From an optimization exercise on the open Yosys and OpenROAD flow, aimed at small area; shortcuts taken in it are not production practice.
At most, simulation tests tie the RTL to the original design; equivalence was not proved.
No driver is modelled on the clock port, so clocking that relies on it looks cheaper here than on a real chip.
Power and IR drop assume default switching activity.

==> flow/design.v (excerpt) <==
module irdata_core (
    input  wire        clk,
    input  wire        rst,           
    input  wire        cmd_valid,
    input  wire [79:0] cmd_word,
    output reg         busy,
    input  wire [7:0]  cap_len,
    output wire [7:0]  cap_addr,
    input  wire [15:0] cap_data,
    output wire        em_valid,
    output wire        em_mark,       
    output reg  [15:0] em_dur,        
    input  wire        em_ready,
    output reg  [2:0]  res_status,
    output reg         res_kind,
    output wire [2:0]  res_ctype,
    output reg  [6:0]  res_bits,
    output reg  [63:0] res_value,
    output wire [7:0]  res_proto
);
Size in the first run: about 150 flip-flops, roughly 220 I/O pins, ~0.0065 sq mm of cells after synthesis.
==> module irdata_core, before the edit <==
module irdata_core (
    input  wire        clk,
    input  wire        rst,           
    input  wire        cmd_valid,
    input  wire [79:0] cmd_word,
    output reg         busy,
    input  wire [7:0]  cap_len,
    output wire [7:0]  cap_addr,
    input  wire [15:0] cap_data,
    output wire        em_valid,
    output wire        em_mark,       
    output reg  [15:0] em_dur,        
    input  wire        em_ready,
    output reg  [2:0]  res_status,
    output reg         res_kind,
    output wire [2:0]  res_ctype,
    output reg  [6:0]  res_bits,
    output reg  [63:0] res_value,
    output wire [7:0]  res_proto
);
    reg        mode;          
    reg        flag;
    wire       hdr   = flag;
    wire       mflag = flag;
    reg [7:0]  pos;
    reg [63:0] tx;            
    wire m9000 = (cap_data >= 16'd6750) && (cap_data <= 16'd11250);
    wire m4500 = (cap_data >= 16'd3375) && (cap_data <= 16'd5625);
    wire m560  = (cap_data >= 16'd420)  && (cap_data <= 16'd700);
    wire m1690 = (cap_data >= 16'd1268) && (cap_data <= 16'd2112);
    function automatic lt8;
        input [7:0] a;
        input [7:0] b;
        integer i;
        reg r;
        begin
            r = 1'b0;
            for (i = 0; i < 8; i = i + 1)
                r = (!a[i] && b[i]) || (!(a[i] && !b[i]) && r);
            lt8 = r;
        end
    endfunction
    assign cap_addr  = pos;
    assign res_ctype = res_kind ? res_value[2:0] : 3'd0;
    wire   st_ok     = (res_status == 3'd1);
    assign res_proto = {1'b0, st_ok, 2'b00, st_ok, 2'b00, st_ok};
    wire   s_end    = &pos[7:1];
    wire   s_nop    = !hdr && !pos[7] && !pos[6];
    wire [5:0]  tx_j  = ~pos[6:1];                  
    wire [63:0] tx_r  = {tx[62:0], tx[63]};         
    wire   tx_bit   = tx_r[tx_j];
    assign em_valid = busy && !mode && !s_nop;
    assign em_mark  = !pos[0];
    always @(*) begin
        if (hdr)
            em_dur = pos[0] ? 16'd4500 : 16'd9000;
        else
            em_dur = !pos[0] ? 16'd560 :
                     s_end   ? 16'd0   :
                     tx_bit  ? 16'd1690 : 16'd560;
    end
    wire hs = em_valid && em_ready;
    wire [1:0] cmd_op    = cmd_word[1:0];
    wire [2:0] cmd_ctype = cmd_word[4:2];
    wire [7:0] cmd_count = cmd_word[15:8];
    wire ctype_ok  = (cmd_ctype >= 3'd1) && (cmd_ctype <= 3'd4);
    wire cmd_ok    = cmd_op[1] || (cmd_op[0] && ctype_ok);
    wire op_dec    = cmd_op[1] && cmd_op[0];
    wire count_big = cmd_count[7] || (cmd_count[6] && (cmd_count[5:0] != 6'd0));
    wire start_dec = cmd_valid && op_dec;       
    wire [6:0] snd_n = cmd_op[1] ? cmd_count[6:0] : 7'd8;
    wire [7:0] pos_ld = (op_dec || (cmd_op[1] && count_big)) ? 8'd0 : {~snd_n, 1'b0};
    wire d_hdr    = (pos[7:2] == 6'd0);
    wire d_hspace = d_hdr && pos[1] && pos[0];              
    wire d_first  = (pos[7:3] == 5'd0) && pos[2] && !pos[1] && pos[0];   
    wire in_range = lt8({pos[7:1], 1'b0}, cap_len);
    wire d_bit    = mflag && m1690;
    wire d_mark   = !d_hdr && !pos[0];
    wire d_space  = !d_hdr && pos[0];
    wire d_stop   = d_mark && (res_kind ? (pos[4] && pos[2])
                                        : ((pos[7] && pos[2]) || !in_range));
    wire short_c  = cap_len < 8'd6;
    wire hdr_bad  = !(mflag && m4500);
    wire [7:0] cb = res_value[7:0];
    wire pfx_bad  = cb[7:3] != 5'b10100;
    wire typ_bad  = !((cb[2:0] >= 3'd1) && (cb[2:0] <= 3'd4));
    wire d_fail   = (d_hspace && (short_c || hdr_bad)) ||
                    (d_stop && res_kind && (pfx_bad || typ_bad));
    wire [2:0] fail_code = d_hspace ? (short_c ? 3'd2 : 3'd3)
                                    : (pfx_bad ? 3'd4 : 3'd5);
    wire dec      = busy && mode;
    wire v_clr   = rst || (!busy && start_dec) || (dec && d_fail);
    wire v_sh    = !rst && dec && d_space;
    wire v_hold  = !v_clr && !v_sh;
    wire [63:0] v_next = ({64{v_sh}} & {res_value[62:0], d_bit}) |
                         ({64{v_hold}} & res_value);
    always @(posedge clk) res_value <= v_next;
    wire b_inc  = !rst && dec && d_space;
    wire b_hold = !rst && !(dec && (d_space || d_fail)) && !(!busy && start_dec);
    wire [6:0] b_next = ({7{b_inc}} & (res_bits + 7'd1)) | ({7{b_hold}} & res_bits);
    always @(posedge clk) res_bits <= b_next;
    wire [63:0] tx_in = {cmd_word[79:24],
                         cmd_op[1] ? cmd_word[23:16] : {5'b10100, cmd_ctype}};
    wire t_ld   = !busy && cmd_valid;
    wire [63:0] t_next = ({64{t_ld}} & tx_in) | ({64{busy}} & tx);
    always @(posedge clk) tx <= t_next;
    wire [7:0] pos_inc = {pos[7:1] + {6'd0, pos[0] && (mode || !hdr)}, !pos[0]};
    always @(posedge clk) begin
        if (!busy) begin
            mode <= op_dec;
            flag <= !op_dec && !(cmd_op[1] && count_big);
            pos  <= pos_ld;
        end else if (mode) begin
            pos  <= pos_inc;
            flag <= d_hdr ? m9000 : (m560 && in_range);
        end else if (hs) begin
            pos  <= pos_inc;
            if (pos[0]) flag <= 1'b0;
        end
        if (rst) begin
            busy       <= 1'b0;
            res_status <= 3'd0;
            res_kind   <= 1'b0;
        end else if (!busy) begin
            if (cmd_valid && cmd_ok) busy <= 1'b1;
        end else if (mode) begin
            if (d_fail) begin
                busy       <= 1'b0;
                res_status <= fail_code;
                res_kind   <= 1'b0;
            end else if (d_stop) begin
                busy       <= 1'b0;
                res_status <= 3'd1;
            end else if (d_first) begin
                res_kind   <= d_bit;
            end
        end else begin
            if (s_nop || (hs && !hdr && s_end && pos[0])) busy <= 1'b0;
        end
    end
endmodule
export LEC_CHECK = 0
export CAP_MARGIN = 20
export CORE_MARGIN = 2
export CORE_UTILIZATION = 40
export SLEW_MARGIN = 20
create_clock -name core_clock -period 10.0 [get_ports {clk}]
standard.sh (not shown) runs the stock make flow with config.mk's settings and CLKGATE_MAP_FILE= SYNTH_SCRIPT=/design/flow/synth_recipe.tcl, a recipe that flattens the netlist after the stock synthesis.
==> flow/flow/run.sh <==
#!/bin/bash
# Layout with ORFS through the standard.sh: the standard synthesis, then
# the standard steps with
#  - buf_1 port buffers,
#  - combinational cells sized down to their smallest drive before the
#    post-placement repair (flow/downsize.tcl),
#  - a clock tree of a clkbuf_8 root and clkbuf_4 leaves without dummy loads,
#    where a leaf whose flip-flops would see a slow clock slew is upsized to
#    clkbuf_8 (flow/clkfix.tcl),
#  - the buffers that placement and CTS repair inserted sized down as far as
#    slew and capacitance limits allow (flow/bufdown.tcl).
# Each make step writes its own log under orfs/logs/; the make output goes to
# synth.log and layout.log here.
set -euo pipefail
here=$PWD
export PRE_RESIZE_TCL=$here/flow/downsize.tcl
export POST_CTS_TCL=$here/flow/postcts.tcl
export CLKFIX_LIMIT_PS=118
bash standard.sh synth > synth.log 2>&1
bash standard.sh \
  "BUFFER_PORTS_ARGS=-buffer_cell sky130_fd_sc_hd__buf_1" \
  "CTS_ARGS=-sink_clustering_enable -repair_clock_nets -dont_use_dummy_load -root_buf sky130_fd_sc_hd__clkbuf_8 -buf_list sky130_fd_sc_hd__clkbuf_4" \
  "PRE_RESIZE_TCL=$here/flow/downsize.tcl" \
  "POST_CTS_TCL=$here/flow/postcts.tcl" \
  finish > layout.log 2>&1
Other scripts of this flow, unchanged in this note and not shown: flow/flow/bufdown.tcl, flow/flow/clkfix.tcl, flow/flow/downsize.tcl, flow/flow/postcts.tcl
Then changed:
--- a/flow/design.v
+++ b/flow/design.v
@@ -11,8 +11,8 @@
     output wire        em_mark,       
     output reg  [15:0] em_dur,        
     input  wire        em_ready,
-    output reg  [2:0]  res_status,
-    output reg         res_kind,
+    output wire [2:0]  res_status,
+    output wire        res_kind,
     output wire [2:0]  res_ctype,
     output reg  [6:0]  res_bits,
     output reg  [63:0] res_value,
@@ -24,6 +24,7 @@
     wire       mflag = flag;
     reg [7:0]  pos;
     reg [63:0] tx;            
+    reg [2:0]  st;
     wire m9000 = (cap_data >= 16'd6750) && (cap_data <= 16'd11250);
     wire m4500 = (cap_data >= 16'd3375) && (cap_data <= 16'd5625);
     wire m560  = (cap_data >= 16'd420)  && (cap_data <= 16'd700);
@@ -41,8 +42,10 @@
         end
     endfunction
     assign cap_addr  = pos;
-    assign res_ctype = res_kind ? res_value[2:0] : 3'd0;
-    wire   st_ok     = (res_status == 3'd1);
+    assign res_kind   = (st == 3'd6);
+    assign res_status = res_kind ? 3'd1 : st;
+    assign res_ctype  = res_kind ? res_value[2:0] : 3'd0;
+    wire   st_ok      = (res_status == 3'd1);
     assign res_proto = {1'b0, st_ok, 2'b00, st_ok, 2'b00, st_ok};
     wire   s_end    = &pos[7:1];
     wire   s_nop    = !hdr && !pos[7] && !pos[6];
@@ -118,21 +121,18 @@
             if (pos[0]) flag <= 1'b0;
         end
         if (rst) begin
-            busy       <= 1'b0;
-            res_status <= 3'd0;
-            res_kind   <= 1'b0;
+            busy <= 1'b0;
+            st   <= 3'd0;
         end else if (!busy) begin
             if (cmd_valid && cmd_ok) busy <= 1'b1;
         end else if (mode) begin
             if (d_fail) begin
-                busy       <= 1'b0;
-                res_status <= fail_code;
-                res_kind   <= 1'b0;
+                busy <= 1'b0;
+                st   <= fail_code;
             end else if (d_stop) begin
-                busy       <= 1'b0;
-                res_status <= 3'd1;
+                busy <= 1'b0;
             end else if (d_first) begin
-                res_kind   <= d_bit;
+                st   <= d_bit ? 3'd6 : 3'd1;
             end
         end else begin
             if (s_nop || (hs && !hdr && s_end && pos[0])) busy <= 1'b0;
Via count came out higher by 2.0%. Non-clock buffer count is unchanged. Fmax came out lower by 5.2%. Design area came out higher by 0.54%. Register-to-register slack gets better by 0.21 ns. Combinational power came out higher by 13%. Clock-buffer cell count is unchanged. Flip-flop and latch count came out lower by 1. Total power came out higher by 3.5%. Sequential share of layout area came out lower by 0.50 points. Global-route usage came out higher by 0.16 points.
No functional check of the RTL was part of the second run of this note.

* * *

Another version of the RTL of irdata_core (not shown whole).
Size: roughly 150 flip-flops, roughly 220 I/O pins.
==> module irdata_core, before the edit <==
module irdata_core (
    input  wire        clk,
    input  wire        rst,           
    input  wire        cmd_valid,
    input  wire [79:0] cmd_word,
    output reg         busy,
    input  wire [7:0]  cap_len,
    output wire [7:0]  cap_addr,
    input  wire [15:0] cap_data,
    output wire        em_valid,
    output wire        em_mark,       
    output reg  [15:0] em_dur,        
    input  wire        em_ready,
    output reg  [2:0]  res_status,
    output reg         res_kind,
    output wire [2:0]  res_ctype,
    output reg  [6:0]  res_bits,
    output reg  [63:0] res_value,
    output wire [7:0]  res_proto
);
    reg        mode;          
    reg        hdr;           
    reg [7:0]  pos;
    reg        mflag;         
    reg [63:0] tx;            
    wire m9000 = (cap_data >= 16'd6750) && (cap_data <= 16'd11250);
    wire m4500 = (cap_data >= 16'd3375) && (cap_data <= 16'd5625);
    wire m560  = (cap_data >= 16'd420)  && (cap_data <= 16'd700);
    wire m1690 = (cap_data >= 16'd1268) && (cap_data <= 16'd2112);
    function automatic lt8;
        input [7:0] a;
        input [7:0] b;
        integer i;
        reg r;
        begin
            r = 1'b0;
            for (i = 0; i < 8; i = i + 1)
                r = (!a[i] && b[i]) || (!(a[i] && !b[i]) && r);
            lt8 = r;
        end
    endfunction
    assign cap_addr  = pos;
    assign res_ctype = res_kind ? res_value[2:0] : 3'd0;
    wire   st_ok     = (res_status == 3'd1);
    assign res_proto = {1'b0, st_ok, 2'b00, st_ok, 2'b00, st_ok};
    wire   s_end    = &pos[7:1];
    wire   s_nop    = !hdr && !pos[7] && !pos[6];
    wire [5:0]  tx_j  = ~pos[6:1];                  
    wire [63:0] tx_r  = {tx[62:0], tx[63]};         
    wire   tx_bit   = tx_r[tx_j];
    assign em_valid = busy && !mode && !s_nop;
    assign em_mark  = !pos[0];
    always @(*) begin
        if (hdr)
            em_dur = pos[0] ? 16'd4500 : 16'd9000;
        else
            em_dur = !pos[0] ? 16'd560 :
                     s_end   ? 16'd0   :
                     tx_bit  ? 16'd1690 : 16'd560;
    end
    wire hs = em_valid && em_ready;
    wire [1:0] cmd_op    = cmd_word[1:0];
    wire [2:0] cmd_ctype = cmd_word[4:2];
    wire [7:0] cmd_count = cmd_word[15:8];
    wire ctype_ok  = (cmd_ctype >= 3'd1) && (cmd_ctype <= 3'd4);
    wire cmd_ok    = cmd_op[1] || (cmd_op[0] && ctype_ok);
    wire op_dec    = cmd_op[1] && cmd_op[0];
    wire count_big = cmd_count[7] || (cmd_count[6] && (cmd_count[5:0] != 6'd0));
    wire start_dec = cmd_valid && op_dec;       
    wire [6:0] snd_n = cmd_op[1] ? cmd_count[6:0] : 7'd8;
    wire [7:0] pos_ld = (op_dec || (cmd_op[1] && count_big)) ? 8'd0 : {~snd_n, 1'b0};
    wire d_hdr    = (pos[7:2] == 6'd0);
    wire d_hspace = d_hdr && pos[1] && pos[0];              
    wire d_first  = (pos[7:3] == 5'd0) && pos[2] && !pos[1] && pos[0];   
    wire in_range = lt8({pos[7:1], 1'b0}, cap_len);
    wire d_bit    = mflag && m1690;
    wire d_mark   = !d_hdr && !pos[0];
    wire d_space  = !d_hdr && pos[0];
    wire d_stop   = d_mark && (res_kind ? (pos[4] && pos[2])
                                        : ((pos[7] && pos[2]) || !in_range));
    wire short_c  = cap_len < 8'd6;
    wire hdr_bad  = !(mflag && m4500);
    wire [7:0] cb = res_value[7:0];
    wire pfx_bad  = cb[7:3] != 5'b10100;
    wire typ_bad  = !((cb[2:0] >= 3'd1) && (cb[2:0] <= 3'd4));
    wire d_fail   = (d_hspace && (short_c || hdr_bad)) ||
                    (d_stop && res_kind && (pfx_bad || typ_bad));
    wire [2:0] fail_code = d_hspace ? (short_c ? 3'd2 : 3'd3)
                                    : (pfx_bad ? 3'd4 : 3'd5);
    wire dec      = busy && mode;
    wire v_clr   = rst || (!busy && start_dec) || (dec && d_fail);
    wire v_sh    = !rst && dec && d_space;
    wire v_hold  = !v_clr && !v_sh;
    wire [63:0] v_next = ({64{v_sh}} & {res_value[62:0], d_bit}) |
                         ({64{v_hold}} & res_value);
    always @(posedge clk) res_value <= v_next;
    wire b_inc  = !rst && dec && d_space;
    wire b_hold = !rst && !(dec && (d_space || d_fail)) && !(!busy && start_dec);
    wire [6:0] b_next = ({7{b_inc}} & (res_bits + 7'd1)) | ({7{b_hold}} & res_bits);
    always @(posedge clk) res_bits <= b_next;
    wire [63:0] tx_in = {cmd_word[79:24],
                         cmd_op[1] ? cmd_word[23:16] : {5'b10100, cmd_ctype}};
    wire t_ld   = !busy && cmd_valid;
    wire [63:0] t_next = ({64{t_ld}} & tx_in) | ({64{busy}} & tx);
    always @(posedge clk) tx <= t_next;
    wire pos_step = mode || hs;
    wire [7:0] pos_inc = {pos[7:1] + {6'd0, pos[0] && !hdr}, !pos[0]};
    always @(posedge clk) begin
        mflag <= d_hdr ? m9000 : (m560 && in_range);
        if (!busy) begin
            mode <= op_dec;
            hdr  <= !op_dec && !(cmd_op[1] && count_big);
            pos  <= pos_ld;
        end else if (pos_step) begin
            pos  <= pos_inc;
            if (pos[0]) hdr <= 1'b0;
        end
        if (rst) begin
            busy       <= 1'b0;
            res_status <= 3'd0;
            res_kind   <= 1'b0;
        end else if (!busy) begin
            if (cmd_valid && cmd_ok) busy <= 1'b1;
        end else if (mode) begin
            if (d_fail) begin
                busy       <= 1'b0;
                res_status <= fail_code;
                res_kind   <= 1'b0;
            end else if (d_stop) begin
                busy       <= 1'b0;
                res_status <= 3'd1;
            end else if (d_first) begin
                res_kind   <= d_bit;
            end
        end else begin
            if (s_nop || (hs && !hdr && s_end && pos[0])) busy <= 1'b0;
        end
    end
endmodule
clock: 10.0 ns
lec_check: 0
cap_margin: 20
core_margin: 2
core_utilization: 40
slew_margin: 20
Scripts as last shown in full above: flow/flow/run.sh
Other scripts of this flow, unchanged in this note and not shown: flow/flow/bufdown.tcl, flow/flow/clkfix.tcl, flow/flow/downsize.tcl, flow/flow/postcts.tcl
Next try:
--- a/flow/design.v
+++ b/flow/design.v
@@ -18,13 +18,12 @@
     output reg  [63:0] res_value,
     output wire [7:0]  res_proto
 );
     reg        mode;          
     reg        hdr;           
     reg [7:0]  pos;
-    reg        mflag;         
     reg [63:0] tx;            
     wire m9000 = (cap_data >= 16'd6750) && (cap_data <= 16'd11250);
     wire m4500 = (cap_data >= 16'd3375) && (cap_data <= 16'd5625);
     wire m560  = (cap_data >= 16'd420)  && (cap_data <= 16'd700);
     wire m1690 = (cap_data >= 16'd1268) && (cap_data <= 16'd2112);
     function automatic lt8;
@@ -70,32 +69,35 @@
     wire [6:0] snd_n = cmd_op[1] ? cmd_count[6:0] : 7'd8;
     wire [7:0] pos_ld = (op_dec || (cmd_op[1] && count_big)) ? 8'd0 : {~snd_n, 1'b0};
     wire d_hdr    = (pos[7:2] == 6'd0);
     wire d_hspace = d_hdr && pos[1] && pos[0];              
     wire d_first  = (pos[7:3] == 5'd0) && pos[2] && !pos[1] && pos[0];   
     wire in_range = lt8({pos[7:1], 1'b0}, cap_len);
-    wire d_bit    = mflag && m1690;
+    wire d_bit    = res_value[0] && m1690;
+    wire d_mbit   = d_hdr ? m9000 : (m560 && in_range);
     wire d_mark   = !d_hdr && !pos[0];
     wire d_space  = !d_hdr && pos[0];
     wire d_stop   = d_mark && (res_kind ? (pos[4] && pos[2])
                                         : ((pos[7] && pos[2]) || !in_range));
     wire short_c  = cap_len < 8'd6;
-    wire hdr_bad  = !(mflag && m4500);
+    wire hdr_bad  = !(res_value[0] && m4500);
     wire [7:0] cb = res_value[7:0];
     wire pfx_bad  = cb[7:3] != 5'b10100;
     wire typ_bad  = !((cb[2:0] >= 3'd1) && (cb[2:0] <= 3'd4));
     wire d_fail   = (d_hspace && (short_c || hdr_bad)) ||
                     (d_stop && res_kind && (pfx_bad || typ_bad));
     wire [2:0] fail_code = d_hspace ? (short_c ? 3'd2 : 3'd3)
                                     : (pfx_bad ? 3'd4 : 3'd5);
     wire dec      = busy && mode;
-    wire v_clr   = rst || (!busy && start_dec) || (dec && d_fail);
-    wire v_sh    = !rst && dec && d_space;
+    wire d_hmark = d_hdr && pos[1] && !pos[0];              
+    wire v_clr   = rst || (!busy && start_dec) || (dec && (d_fail || d_hspace));
+    wire v_sh    = !rst && dec && ((d_mark && !d_stop) || d_hmark);
     wire v_hold  = !v_clr && !v_sh;
-    wire [63:0] v_next = ({64{v_sh}} & {res_value[62:0], d_bit}) |
-                         ({64{v_hold}} & res_value);
+    wire v_upd   = !rst && dec && d_space;
+    wire [63:0] v_next = ({64{v_sh}} & {res_value[62:0], d_mbit}) |
+                         ({{63{v_hold}}, v_hold && (!v_upd || m1690)} & res_value);
     always @(posedge clk) res_value <= v_next;
     wire b_inc  = !rst && dec && d_space;
     wire b_hold = !rst && !(dec && (d_space || d_fail)) && !(!busy && start_dec);
     wire [6:0] b_next = ({7{b_inc}} & (res_bits + 7'd1)) | ({7{b_hold}} & res_bits);
     always @(posedge clk) res_bits <= b_next;
     wire [63:0] tx_in = {cmd_word[79:24],
@@ -103,13 +105,12 @@
     wire t_ld   = !busy && cmd_valid;
     wire [63:0] t_next = ({64{t_ld}} & tx_in) | ({64{busy}} & tx);
     always @(posedge clk) tx <= t_next;
     wire pos_step = mode || hs;
     wire [7:0] pos_inc = {pos[7:1] + {6'd0, pos[0] && !hdr}, !pos[0]};
     always @(posedge clk) begin
-        mflag <= d_hdr ? m9000 : (m560 && in_range);
         if (!busy) begin
             mode <= op_dec;
             hdr  <= !op_dec && !(cmd_op[1] && count_big);
             pos  <= pos_ld;
         end else if (pos_step) begin
             pos  <= pos_inc;
After rerunning: First-iteration DRC count goes up by about 16%; sequential power falls by about 0.6%; routed wire length grows by about 3%; clock skew went down by 0.0033 ns; sequential cell count is lower by 1; die area went up by about 1.7%; total power decreases by about 1.3%; design area is higher by about 0.5%; synthesized cell count goes up by 2.6%; maximum frequency shrinks by 3.1%; utilization decreases by 1.1 points; hold slack got worse by 0.0052 ns; combinational power is lower by about 7%.
Function not checked in the second run of this note: the RTL went through the layout flow alone.

static timing again, ports no longer ideal:
No port has a modelled driver above. Below, the same layouts with a new extraction and two added sets of constraints.
Step 1 sets driving cells, clkbuf_16 on the clock port and buf_2 on the other inputs (assumed; they add their load-dependent delay and slew).
Step 2 adds t to the input delays and takes it off the output delays; t is the mean of the earliest and latest rising clock arrival at the registers after step 1. Input paths then give back, and output paths get back, about the clock's delay inside the block.
Three values: ideal, step 1, step 2; two values: the first two.
run | shift t [ns] | setup WS [ns] | hold slack, ns
the first run of note 1 | 0.432 | 4.558 / 4.524 / 4.956 | 0.460 / 0.460 / 0.460
the second run of note 1 | 0.441 | 4.258 / 4.223 / 4.664 | 0.484 / 0.484 / 0.484
the first run of note 2 | 0.446 | 4.718 / 4.682 / 5.075 | 0.470 / 0.470 / 0.470
the second run of note 2 | 0.450 | 4.548 / 4.511 / 4.837 | 0.465 / 0.465 / 0.465
After both steps every run listed still meets setup and hold.
